What follows belongs to an exercise in optimizing a design on an open flow for small area; a production flow would make more cautious choices.
In this exercise RTL edits were held to simulation tests only and were not proved equivalent to the original.
Power figures rest on the tool's default switching activity, not on a simulated workload.

<file path="design.v">
module bl0940_tx (
    input  wire        clk,
    input  wire        rst,
    input  wire        start,
    input  wire [47:0] frame,       
    input  wire        frame_long,  
    output reg         done,        
    output reg         fail,        
    output wire        rx_flush,
    output wire        tx_valid,
    output wire [7:0]  tx_data,
    output wire        tx_last,
    input  wire        tx_ready,
    input  wire        tx_fail
);
    localparam S_IDLE  = 2'd0;
    localparam S_FLUSH = 2'd1;
    localparam S_BYTES = 2'd2;
    reg [1:0]  state;
    reg [47:0] buf_q;
    reg [2:0]  len_q;
    reg [2:0]  idx;
    assign rx_flush = (state == S_FLUSH);
    assign tx_valid = (state == S_BYTES);
    assign tx_data  = buf_q[idx*8 +: 8];
    assign tx_last  = (idx == len_q - 3'd1);
    always @(posedge clk) begin
        if (rst) begin
            state <= S_IDLE;
            buf_q <= 48'd0;
            len_q <= 3'd0;
            idx   <= 3'd0;
            done  <= 1'b0;
            fail  <= 1'b0;
        end else begin
            done <= 1'b0;
            case (state)
                S_IDLE: begin
                    if (start) begin
                        buf_q <= frame;
                        len_q <= frame_long ? 3'd6 : 3'd2;
                        idx   <= 3'd0;
                        state <= S_FLUSH;
                    end
                end
                S_FLUSH: begin
                    state <= S_BYTES;
                end
                S_BYTES: begin
                    if (tx_ready) begin
                        if (tx_last) begin
                            done  <= 1'b1;
                            fail  <= tx_fail;
                            state <= S_IDLE;
                        end else begin
                            idx <= idx + 3'd1;
                        end
                    end
                end
                default: state <= S_IDLE;
            endcase
        end
    end
endmodule
module bl0940_rx (
    input  wire         clk,
    input  wire         rst,
    input  wire         start,
    input  wire         bulk,        
    output reg          done,        
    output reg          full,        
    output reg  [279:0] frame,       
    output wire         rx_active,
    input  wire         rx_valid,
    input  wire [7:0]   rx_data,
    input  wire         rx_timeout
);
    reg       active;
    reg       bulk_q;
    reg [5:0] cnt;
    wire [5:0] need = bulk_q ? 6'd35 : 6'd4;
    wire [5:0] cnt_next = rx_valid ? cnt + 6'd1 : cnt;
    assign rx_active = active;
    always @(posedge clk) begin
        if (rst) begin
            active <= 1'b0;
            bulk_q <= 1'b0;
            cnt    <= 6'd0;
            done   <= 1'b0;
            full   <= 1'b0;
            frame  <= 280'd0;
        end else begin
            done <= 1'b0;
            if (!active) begin
                if (start) begin
                    active <= 1'b1;
                    bulk_q <= bulk;
                    cnt    <= 6'd0;
                    frame  <= 280'd0;
                end
            end else begin
                if (rx_valid)
                    frame[cnt*8 +: 8] <= rx_data;
                cnt <= cnt_next;
                if (cnt_next == need || rx_timeout) begin
                    active <= 1'b0;
                    done   <= 1'b1;
                    full   <= (cnt_next == need);
                end
            end
        end
    end
endmodule
module bl0940_block (
    input  wire        clk,
    input  wire        rst,
    input  wire        csr_we,
    input  wire [7:0]  csr_idx,
    input  wire [63:0] csr_wdata,
    output reg  [63:0] csr_rdata,
    output wire        busy,
    output wire        rx_flush,
    output wire        tx_valid,
    output wire [7:0]  tx_data,
    output wire        tx_last,
    input  wire        tx_ready,
    input  wire        tx_fail,
    output wire        rx_active,
    input  wire        rx_valid,
    input  wire [7:0]  rx_data,
    input  wire        rx_timeout
);
    localparam [7:0] RD_HDR      = 8'h58;
    localparam [7:0] WR_HDR      = 8'hA8;
    localparam [7:0] BULK_SUB    = 8'hAA;
    localparam [7:0] WP_ADDR     = 8'h1A;
    localparam [7:0] UNLOCK_CODE = 8'h55;
    localparam [7:0] LOCK_CODE   = 8'h00;
    localparam [7:0] MODE_ADDR   = 8'h18;
    localparam [7:0] ANGLE_ADDR  = 8'h0C;
    localparam [7:0] IDX_CMD     = 8'h00;
    localparam [7:0] IDX_ERR     = 8'h01;
    localparam [7:0] IDX_STATUS  = 8'h02;
    localparam [7:0] IDX_ARG     = 8'h03;
    localparam [7:0] IDX_RESULT  = 8'h04;
    localparam [7:0] IDX_CFG     = 8'h05;
    localparam [7:0] IDX_CAL_DIV = 8'h06;
    localparam [7:0] IDX_CAL_RSH = 8'h07;
    localparam [2:0] E_NONE     = 3'd0;
    localparam [2:0] E_RDLEN    = 3'd1;
    localparam [2:0] E_RDCKSUM  = 3'd2;
    localparam [2:0] E_WRSEND   = 3'd3;
    localparam [2:0] E_WRVERIFY = 3'd4;
    localparam [7:0] OPC_READ  = 8'h01;
    localparam [7:0] OPC_WRITE = 8'h02;
    localparam [7:0] OPC_APPLY = 8'h03;
    localparam [7:0] OPC_GET   = 8'h04;
    localparam [63:0] F64_ONE = 64'h3FF0000000000000;
    localparam [3:0] Q_IDLE      = 4'd0;
    localparam [3:0] Q_RD_SEND   = 4'd1;
    localparam [3:0] Q_RD_RECV   = 4'd2;
    localparam [3:0] Q_WR_UNLOCK = 4'd3;
    localparam [3:0] Q_WR_WRITE  = 4'd4;
    localparam [3:0] Q_WR_VERIFY = 4'd5;
    localparam [3:0] Q_WR_RELOCK = 4'd6;
    localparam [3:0] Q_GR_SEND   = 4'd9;
    localparam [3:0] Q_GR_RECV   = 4'd10;
    localparam [3:0] Q_GR_ANGLE  = 4'd11;
    localparam [3:0] Q_GR_COMMIT = 4'd12;
    localparam [1:0] RC_HOST   = 2'd0;
    localparam [1:0] RC_VERIFY = 2'd1;
    localparam [1:0] RC_MODE   = 2'd2;
    localparam [1:0] RC_ANGLE  = 2'd3;
    function [7:0] cksum5;
        input [39:0] b;
        reg [15:0] s;
        integer k;
        begin
            s = 16'd0;
            for (k = 0; k < 5; k = k + 1)
                s = s + {8'd0, b[k*8 +: 8]};
            cksum5 = ~s[7:0];
        end
    endfunction
    function [7:0] cksum_bulk;
        input [279:0] f;
        reg [15:0] s;
        integer k;
        begin
            s = {8'd0, RD_HDR};
            for (k = 0; k < 34; k = k + 1)
                s = s + {8'd0, f[k*8 +: 8]};
            cksum_bulk = ~s[7:0];
        end
    endfunction
    function [47:0] enc_wr;
        input [7:0]  a;
        input [23:0] v;
        reg [39:0] f;
        begin
            f = {v, a, WR_HDR};
            enc_wr = {cksum5(f), f};
        end
    endfunction
    reg [15:0]  cmd_q;        
    reg [2:0]   err_q;
    reg         ill_q;
    reg         snap_valid_q;
    reg [23:0]  arg_q;
    reg [23:0]  result_q;
    reg [5:0]   cfg_q;
    reg [63:0]  cal_div_q;
    reg [63:0]  cal_rsh_q;
    reg [23:0]  raw_q [0:7];  
    reg [3:0]   seq;
    reg         launched;     
    reg [1:0]   rd_caller;
    reg [7:0]   rd_addr;      
    reg [7:0]   wr_addr;      
    reg [23:0]  wr_val;
    reg [23:0]  fld [0:6];    
    assign busy = (seq != Q_IDLE);
    reg         snd_start;
    reg [47:0]  snd_frame;
    reg         snd_long;
    wire        snd_done;
    wire        snd_fail;
    bl0940_tx u_tx (
        .clk(clk), .rst(rst),
        .start(snd_start), .frame(snd_frame), .frame_long(snd_long),
        .done(snd_done), .fail(snd_fail),
        .rx_flush(rx_flush), .tx_valid(tx_valid), .tx_data(tx_data),
        .tx_last(tx_last), .tx_ready(tx_ready), .tx_fail(tx_fail)
    );
    reg          rcv_start;
    reg          rcv_bulk;
    wire         rcv_done;
    wire         rcv_full;
    wire [279:0] rcv_frame;
    bl0940_rx u_rx (
        .clk(clk), .rst(rst),
        .start(rcv_start), .bulk(rcv_bulk),
        .done(rcv_done), .full(rcv_full), .frame(rcv_frame),
        .rx_active(rx_active), .rx_valid(rx_valid), .rx_data(rx_data),
        .rx_timeout(rx_timeout)
    );
    wire [23:0] rd_value  = rcv_frame[23:0];
    wire        rd_ck_ok  = (cksum5({rcv_frame[23:0], rd_addr, RD_HDR}) == rcv_frame[31:24]);
    wire        blk_ck_ok = (cksum_bulk(rcv_frame) == rcv_frame[279:272]);
    wire [23:0] mode_new;
    assign mode_new = {rd_value[23:20], cfg_q[3:2], cfg_q[1:0],
                       rd_value[15:10], cfg_q[5], cfg_q[4], rd_value[7:0]};
    wire        host_we  = csr_we && !busy;
    wire [7:0]  w_opc    = csr_wdata[7:0];
    wire [7:0]  w_addr   = csr_wdata[15:8];
    wire        cmd_legal = (w_opc >= OPC_READ) && (w_opc <= OPC_GET) &&
                            (csr_wdata[63:16] == 48'd0) &&
                            !((w_opc == OPC_APPLY || w_opc == OPC_GET) && w_addr != 8'd0);
    wire        cfg_legal = (csr_wdata[1:0] != 2'd3) && (csr_wdata[3:2] != 2'd3);
    wire        cal_legal = !csr_wdata[63] && (csr_wdata[62:52] != 11'h7FF) &&
                            (csr_wdata[62:0] != 63'd0);
    always @(*) begin
        csr_rdata = 64'd0;
        case (csr_idx)
            IDX_CMD:     csr_rdata = {48'd0, cmd_q};
            IDX_ERR:     csr_rdata = {61'd0, err_q};
            IDX_STATUS:  csr_rdata = {62'd0, snap_valid_q, ill_q};
            IDX_ARG:     csr_rdata = {40'd0, arg_q};
            IDX_RESULT:  csr_rdata = {40'd0, result_q};
            IDX_CFG:     csr_rdata = {58'd0, cfg_q};
            IDX_CAL_DIV: csr_rdata = cal_div_q;
            IDX_CAL_RSH: csr_rdata = cal_rsh_q;
            8'h10, 8'h11, 8'h12, 8'h13, 8'h14, 8'h15, 8'h16, 8'h17:
                         csr_rdata = {40'd0, raw_q[csr_idx[2:0]]};
            default:     csr_rdata = 64'd0;
        endcase
    end
    integer i;
    task start_read;
        input [7:0] a;
        input [1:0] c;
        begin
            rd_addr   <= a;
            rd_caller <= c;
            launched  <= 1'b0;
            seq       <= Q_RD_SEND;
        end
    endtask
    task start_write;
        input [7:0]  a;
        input [23:0] v;
        begin
            wr_addr  <= a;
            wr_val   <= v;
            launched <= 1'b0;
            seq      <= (a == WP_ADDR) ? Q_WR_WRITE : Q_WR_UNLOCK;
        end
    endtask
    task finish;
        begin
            launched <= 1'b0;
            seq      <= Q_IDLE;
        end
    endtask
    always @(posedge clk) begin
        if (rst) begin
            cmd_q        <= 16'd0;
            err_q        <= E_NONE;
            ill_q        <= 1'b0;
            snap_valid_q <= 1'b0;
            arg_q        <= 24'd0;
            result_q     <= 24'd0;
            cfg_q        <= 6'd0;
            cal_div_q    <= F64_ONE;
            cal_rsh_q    <= F64_ONE;
            for (i = 0; i < 8; i = i + 1)
                raw_q[i] <= 24'd0;
            for (i = 0; i < 7; i = i + 1)
                fld[i] <= 24'd0;
            seq          <= Q_IDLE;
            launched     <= 1'b0;
            rd_caller    <= RC_HOST;
            rd_addr      <= 8'd0;
            wr_addr      <= 8'd0;
            wr_val       <= 24'd0;
            snd_start    <= 1'b0;
            snd_frame    <= 48'd0;
            snd_long     <= 1'b0;
            rcv_start    <= 1'b0;
            rcv_bulk     <= 1'b0;
        end else begin
            snd_start <= 1'b0;
            rcv_start <= 1'b0;
            case (seq)
                Q_IDLE: begin
                    if (host_we) begin
                        case (csr_idx)
                            IDX_CMD: begin
                                if (cmd_legal) begin
                                    ill_q <= 1'b0;
                                    cmd_q <= csr_wdata[15:0];
                                    err_q <= E_NONE;
                                    case (w_opc)
                                        OPC_READ:  start_read(w_addr, RC_HOST);
                                        OPC_WRITE: start_write(w_addr, arg_q);
                                        OPC_APPLY: start_read(MODE_ADDR, RC_MODE);
                                        default: begin
                                            launched <= 1'b0;
                                            seq      <= Q_GR_SEND;
                                        end
                                    endcase
                                end else begin
                                    ill_q <= 1'b1;
                                end
                            end
                            IDX_ARG: begin
                                arg_q <= csr_wdata[23:0];
                                ill_q <= 1'b0;
                            end
                            IDX_CFG: begin
                                if (cfg_legal) begin
                                    cfg_q <= csr_wdata[5:0];
                                    ill_q <= 1'b0;
                                end else begin
                                    ill_q <= 1'b1;
                                end
                            end
                            IDX_CAL_DIV: begin
                                if (cal_legal) begin
                                    cal_div_q <= csr_wdata;
                                    ill_q     <= 1'b0;
                                end else begin
                                    ill_q <= 1'b1;
                                end
                            end
                            IDX_CAL_RSH: begin
                                if (cal_legal) begin
                                    cal_rsh_q <= csr_wdata;
                                    ill_q     <= 1'b0;
                                end else begin
                                    ill_q <= 1'b1;
                                end
                            end
                            default: ill_q <= 1'b1;
                        endcase
                    end
                end
                Q_RD_SEND: begin
                    if (!launched) begin
                        snd_start <= 1'b1;
                        snd_frame <= {32'd0, rd_addr, RD_HDR};
                        snd_long  <= 1'b0;
                        launched  <= 1'b1;
                    end else if (snd_done) begin
                        launched <= 1'b0;
                        if (snd_fail) begin
                            err_q <= E_WRSEND;
                            if (rd_caller == RC_HOST)
                                result_q <= 24'd0;
                            finish;
                        end else begin
                            seq <= Q_RD_RECV;
                        end
                    end
                end
                Q_RD_RECV: begin
                    if (!launched) begin
                        rcv_start <= 1'b1;
                        rcv_bulk  <= 1'b0;
                        launched  <= 1'b1;
                    end else if (rcv_done) begin
                        launched <= 1'b0;
                        if (!rcv_full || !rd_ck_ok) begin
                            err_q <= !rcv_full ? E_RDLEN : E_RDCKSUM;
                            if (rd_caller == RC_HOST)
                                result_q <= 24'd0;
                            finish;
                        end else begin
                            case (rd_caller)
                                RC_HOST: begin
                                    result_q <= rd_value;
                                    finish;
                                end
                                RC_VERIFY: begin
                                    if (rd_value != wr_val) begin
                                        err_q <= E_WRVERIFY;
                                        finish;
                                    end else begin
                                        seq <= Q_WR_RELOCK;
                                    end
                                end
                                RC_MODE: begin
                                    start_write(MODE_ADDR, mode_new);
                                end
                                default: begin  
                                    raw_q[7] <= rd_value;
                                    seq      <= Q_GR_COMMIT;
                                end
                            endcase
                        end
                    end
                end
                Q_WR_UNLOCK: begin
                    if (!launched) begin
                        snd_start <= 1'b1;
                        snd_frame <= enc_wr(WP_ADDR, {16'd0, UNLOCK_CODE});
                        snd_long  <= 1'b1;
                        launched  <= 1'b1;
                    end else if (snd_done) begin
                        launched <= 1'b0;
                        if (snd_fail) begin
                            err_q <= E_WRSEND;
                            finish;
                        end else begin
                            seq <= Q_WR_WRITE;
                        end
                    end
                end
                Q_WR_WRITE: begin
                    if (!launched) begin
                        snd_start <= 1'b1;
                        snd_frame <= enc_wr(wr_addr, wr_val);
                        snd_long  <= 1'b1;
                        launched  <= 1'b1;
                    end else if (snd_done) begin
                        launched <= 1'b0;
                        if (snd_fail) begin
                            err_q <= E_WRSEND;
                            finish;
                        end else if (wr_addr == WP_ADDR) begin
                            finish;
                        end else begin
                            seq <= Q_WR_VERIFY;
                        end
                    end
                end
                Q_WR_VERIFY: begin
                    start_read(wr_addr, RC_VERIFY);
                end
                Q_WR_RELOCK: begin
                    if (!launched) begin
                        snd_start <= 1'b1;
                        snd_frame <= enc_wr(WP_ADDR, {16'd0, LOCK_CODE});
                        snd_long  <= 1'b1;
                        launched  <= 1'b1;
                    end else if (snd_done) begin
                        finish;
                    end
                end
                Q_GR_SEND: begin
                    if (!launched) begin
                        snd_start <= 1'b1;
                        snd_frame <= {32'd0, BULK_SUB, RD_HDR};
                        snd_long  <= 1'b0;
                        launched  <= 1'b1;
                    end else if (snd_done) begin
                        launched <= 1'b0;
                        if (snd_fail) begin
                            err_q <= E_WRSEND;
                            finish;
                        end else begin
                            seq <= Q_GR_RECV;
                        end
                    end
                end
                Q_GR_RECV: begin
                    if (!launched) begin
                        rcv_start <= 1'b1;
                        rcv_bulk  <= 1'b1;
                        launched  <= 1'b1;
                    end else if (rcv_done) begin
                        launched <= 1'b0;
                        if (!rcv_full || !blk_ck_ok) begin
                            err_q <= !rcv_full ? E_RDLEN : E_RDCKSUM;
                            finish;
                        end else begin
                            fld[0] <= rcv_frame[1*8 +: 24];    
                            fld[1] <= rcv_frame[4*8 +: 24];    
                            fld[2] <= rcv_frame[10*8 +: 24];   
                            fld[3] <= rcv_frame[16*8 +: 24];   
                            fld[4] <= rcv_frame[22*8 +: 24];   
                            fld[5] <= rcv_frame[28*8 +: 24];   
                            fld[6] <= rcv_frame[31*8 +: 24];   
                            seq    <= Q_GR_ANGLE;
                        end
                    end
                end
                Q_GR_ANGLE: begin
                    start_read(ANGLE_ADDR, RC_ANGLE);
                end
                Q_GR_COMMIT: begin
                    for (i = 0; i < 7; i = i + 1)
                        raw_q[i] <= fld[i];
                    snap_valid_q <= 1'b1;
                    finish;
                end
                default: finish;
            endcase
        end
    end
endmodule
</file>
<file path="config.mk">
export PLATFORM = sky130hd
export DESIGN_NAME = bl0940_block
export DESIGN_NICKNAME = bl0940_block
export VERILOG_FILES = /design/flow/design.v
export SDC_FILE = /design/flow/constraint.sdc
export NUM_CORES = 4
export LEC_CHECK = 0
export CAP_MARGIN = 20
export CORE_MARGIN = 2
export CORE_UTILIZATION = 40
export SLEW_MARGIN = 20
</file>
<file path="run.sh">
#!/bin/bash
# synth_recipe.tcl (not shown) runs the flow's synth.tcl, then flattens the netlist and writes it again
# the make line also repeats each setting of config.mk as NAME=value (left out here)
make -C /OpenROAD-flow-scripts/flow DESIGN_CONFIG=/design/flow/config.mk WORK_HOME=/design/flow/orfs CLKGATE_MAP_FILE= SYNTH_SCRIPT=/design/flow/synth_recipe.tcl finish
</file>
<file path="constraint.sdc">
create_clock -name core_clock -period 10.0 [get_ports {clk}]
set_input_delay 2.0000 -clock core_clock [delete_from_list [all_inputs] [get_ports {clk}]]
set_output_delay 2.0000 -clock core_clock [all_outputs]
set_load 0.01 [all_outputs]
</file>
==> notes.md <==
[final cells by class]
| cell class | count | area (sq um) | share of cell area [%] |
|---|---|---|---|
| Antenna cell | 1 | 2.50 | 0.00476 |
| Clock buffer | 155 | 3100 | 5.88 |
| Clock inverter | 36 | 429 | 0.816 |
| Inverter | 227 | 852 | 1.62 |
| Multi-Input combinational cell | 3707 | 24300 | 46.1 |
| Sequential cell | 999 | 20000 | 38.0 |
| Tap cell | 1524 | 1910 | 3.62 |
| Timing Repair Buffer | 219 | 2060 | 3.91 |
[stage by stage]
step	instances	power [mW]	hold slack, ns
2_1_floorplan	5286	4.18	0.429
3_3_place_gp	6676	4.29	0.439
3_5_place_dp	6676	4.29	0.442
4_1_cts	6867	8.27	0.435
5_1_grt	6867	8.43	0.467
6_report	6868	8.22	0.440
[where the power goes]
group	leakage (nW)	internal, mW	switching, mW
Combinational	8.04	0.0531	0.180
Clock	1.75	2.30	1.70
Sequential	8.04	3.98	0.000545
Total	17.8	6.34	1.88
[flip-flops by register name (all words and copies together) (netlist names), 8 cells and up]
signal	count
arg_q	24
cal_div_q	64
cal_rsh_q	64
cmd_q	16
fld	168
raw_q	192
rd_addr	8
result_q	24
snd_frame	43
u_rx.frame	280
u_tx.buf_q	43
wr_addr	8
wr_val	24
[layout by cell type (no fill, tap or decap), types with 53 or more instances in the layout]
| cell type | Yosys | layout |
|---|---|---|
| inv_1 | 226 | 226 |
| ha_1 | 56 | 56 |
| buf_4 | 18 | 54 |
| o21ai_0 | 78 | 78 |
| fa_1 | 223 | 223 |
| dfxtp_1 | 999 | 999 |
| a21oi_1 | 472 | 472 |
| nor2_1 | 704 | 702 |
| xnor2_1 | 101 | 101 |
| clkbuf_16 | 0 | 105 |
| nand3_1 | 78 | 78 |
| a22oi_1 | 304 | 304 |
| clkdlybuf4s50_1 | 0 | 151 |
| a22o_1 | 53 | 53 |
| nand2_1 | 933 | 927 |
| mux2i_1 | 269 | 269 |
[worst max path at each step]
stage | end | slack [ns] | cells past startpoint
global route | fld[0][21]$_SDFFE_PP0P_ | 1.64 | 23
floorplan | fld[3][21]$_SDFFE_PP0P_ | 2.93 | 27
finish | fld[0][13]$_SDFFE_PP0P_ | 1.93 | 23
CTS | fld[0][9]$_SDFFE_PP0P_ | 1.97 | 23
global placement | fld[0][3]$_SDFFE_PP0P_ | 2.09 | 23
detailed placement | fld[0][3]$_SDFFE_PP0P_ | 2.02 | 23
[metal layers]
layer	up-vias	wire (microns)	GRT usage, %
li1	17800	-	-
met1	19000	70500	37.3
met2	1682	71600	40.3
met3	273	13000	4.22
met4	0	6240	9.38
met5	-	0	0
[critical path, cell delays in order, from the launching register on]
cell and delay, ns:
dfxtp_1 0.44, fa_1 0.58, inv_1 0.05, fa_1 0.54, fa_1 0.60, fa_1 0.47, fa_1 0.54, fa_1 0.45
fa_1 0.49, inv_1 0.05, fa_1 0.50, ha_1 0.17, inv_1 0.07, fa_1 0.46, inv_1 0.07, a21o_1 0.10
a21oi_1 0.07, xnor2_1 0.19, xnor2_1 0.14, xnor3_1 0.51, nor3_2 0.38, buf_12 0.63, mux2i_1 0.26, nor2_1 0.06
[cell families (layout without fill, tap and decap cells)]
| family | after synthesis | count (layout) | share of synthesized area, % |
|---|---|---|---|
| compound gates | 1079 | 1079 | 14.5 |
| mux | 308 | 308 | 7.19 |
| xor+xnor | 134 | 134 | 2.57 |
| flops | 999 | 999 | 43.0 |
| simple gates | 1907 | 1907 | 16.6 |
| fa+ha+maj | 279 | 279 | 11.1 |
| buf+inv | 580 | 637 | 5.01 |
| other cells | 0 | 1 | 0 |
==> results.yml <==
cts:
  cts_buffers: 105
  cts_setup_buffers: 0
  cts_tree: "yes"
  clk_latency_ns: 0.72
  htreeDepth: 3
  ctsHoldBuffers: 0
  clk_pin_slew_ns: 0.06
  post_cts_resized: 0
  clock-sinks: 999
  cts_root_buffer: "clkbuf_16"
  cts_buffer_depth: 3
timing:
  setup_viol: 0
  slew_headroom_pct: 14.9
  drv_slew: 0
  min_period_over_period_pct: 80.7
  worst_slew_pin_slew_ns: 1.28
  period_minus_slack_ns: 8.07
  rsz0062_at_grt: "no"
  fin_setup_tns_ns: 0
  worst_slack_ns: 1.93
  clock-skew-final_ns: 0.0319
  max_freq_mhz: 124
  timing_hold_violations_final: 0
finish:
  syn2layout_area_growth_pct: 13.1
  filler_cell_count: 11300
  fin_area_sq_um: 52600
  final_util_pct: 45.5
  finish.net_count: 5625
  drive_above_1_share_pct: 5.65
setup_path:
  rr_endpoint: "fld[0][13]$_SDFFE_PP0P_"
  crit_type: "reg2reg"
  cp_max_fo: 91
  start_kind: "register"
  worstSetupEndpointType: "register"
  reg2reg_slack_ns: 1.93
  crit_arrival_ns: 8.63
  r2r_cells: 23
  r2r-start: "u_rx.frame[19]$_SDFFE_PP0P_"
  cp-startpoint: "u_rx.frame[19]$_SDFFE_PP0P_"
  required_ns: 10.56
place:
  hpwl_mm: 112
  place_area_sq_um: 49100
  gp_routability_congestion: 0.946
  port_buffers: 163
  dp_slack_ns: 2.02
synthesis:
  synth_flop_cell: "dfxtp_1"
  syn_avg_cell_area_sq_um: 8.80
  synthesis.instances: 5286
  yosysTopAreaCellShare_pct: 43.0
  async_flop_share_pct: 0
  ys_seq_elements: 999
  synth_area_leaders: "dfxtp_1 (43%), fa_1 (9.6%), nand2_1 (7.5%)"
  ys_types: 68
  synth.largest_area_cell: "dfxtp_1"
  ys_warn_count: 5
  synth.yosys.seq_area_share_pct: 43.0
  yosysMostFrequentCell: "dfxtp_1"
  netlist_area_sq_um: 46500
  syn_nets: 5652
  synth_common_cells: "dfxtp_1 (999), nand2_1 (933), nor2_1 (704)"
  synth_edf_count: 0
worst_hold_path:
  hp-start: "fld[0][9]$_SDFFE_PP0P_"
  min_to: "raw_q[0][9]$_SDFFE_PP0N_"
  hold-path-cell-count: 2
  min_path_type: "reg2reg"
detailed_routing:
  drc_errors: 0
  drt-vias-per-instance: 5.64
  postRouteAntennaNets: 0
  dr.first_iter.drc_count: 4673
  wirelength_mm: 161
  vias: 38800
  routedWlPerCell_microns: 23.5
  firstDrtPassIters: 6
floorplan:
  initial_utilization_pct: 40.2
  row_count: 125
  dieArea_sq_um: 119000
  coreArea_sq_um: 116000
  die_h_microns: 345
  num_io_pins: 164
  die_width_microns: 345
global_routing:
  grt_pass1_vias: 36100
  grt_usage_pct: 26.3
  grt_max_degree: 188
  grt_first_pass_wirelength_mm: 239
  antenna_found_initial: 0
  grt.overflow.total: 0
power:
  peakVddDrop_mv: 0.142
  power.density_nw_per_um2: 156
  p_leak_nw: 17.8
flow_run:
  drv_cap: 0
status:
  status: "complete, no violations"

-- separate check: timing with driven ports --
In the flow no input, the clock included, has a driving cell. The finished layout below was timed again as built, in two steps.
Step 1 sets driving cells, clkbuf_16 on the clock port and buf_2 on the other inputs (assumed; they add their load-dependent delay and slew).
Step 2 also shifts input and output timing later by t, the mid clock arrival at the registers, as if the neighbouring blocks saw the same clock.
a / b / c = ideal ports / drivers / drivers and shift; a / b = the first two.
t, ns: 0.782
setup slack, ns: 1.931 / 1.931 / 1.931
hold slack, ns: 0.440 / 0.440 / 0.440
cell pins on the clock port's net: 1
After both steps this run still meets setup and hold. For this run, drivers alone change the setup slack by 0.000 ns; drivers and shift together by 0.000 ns.
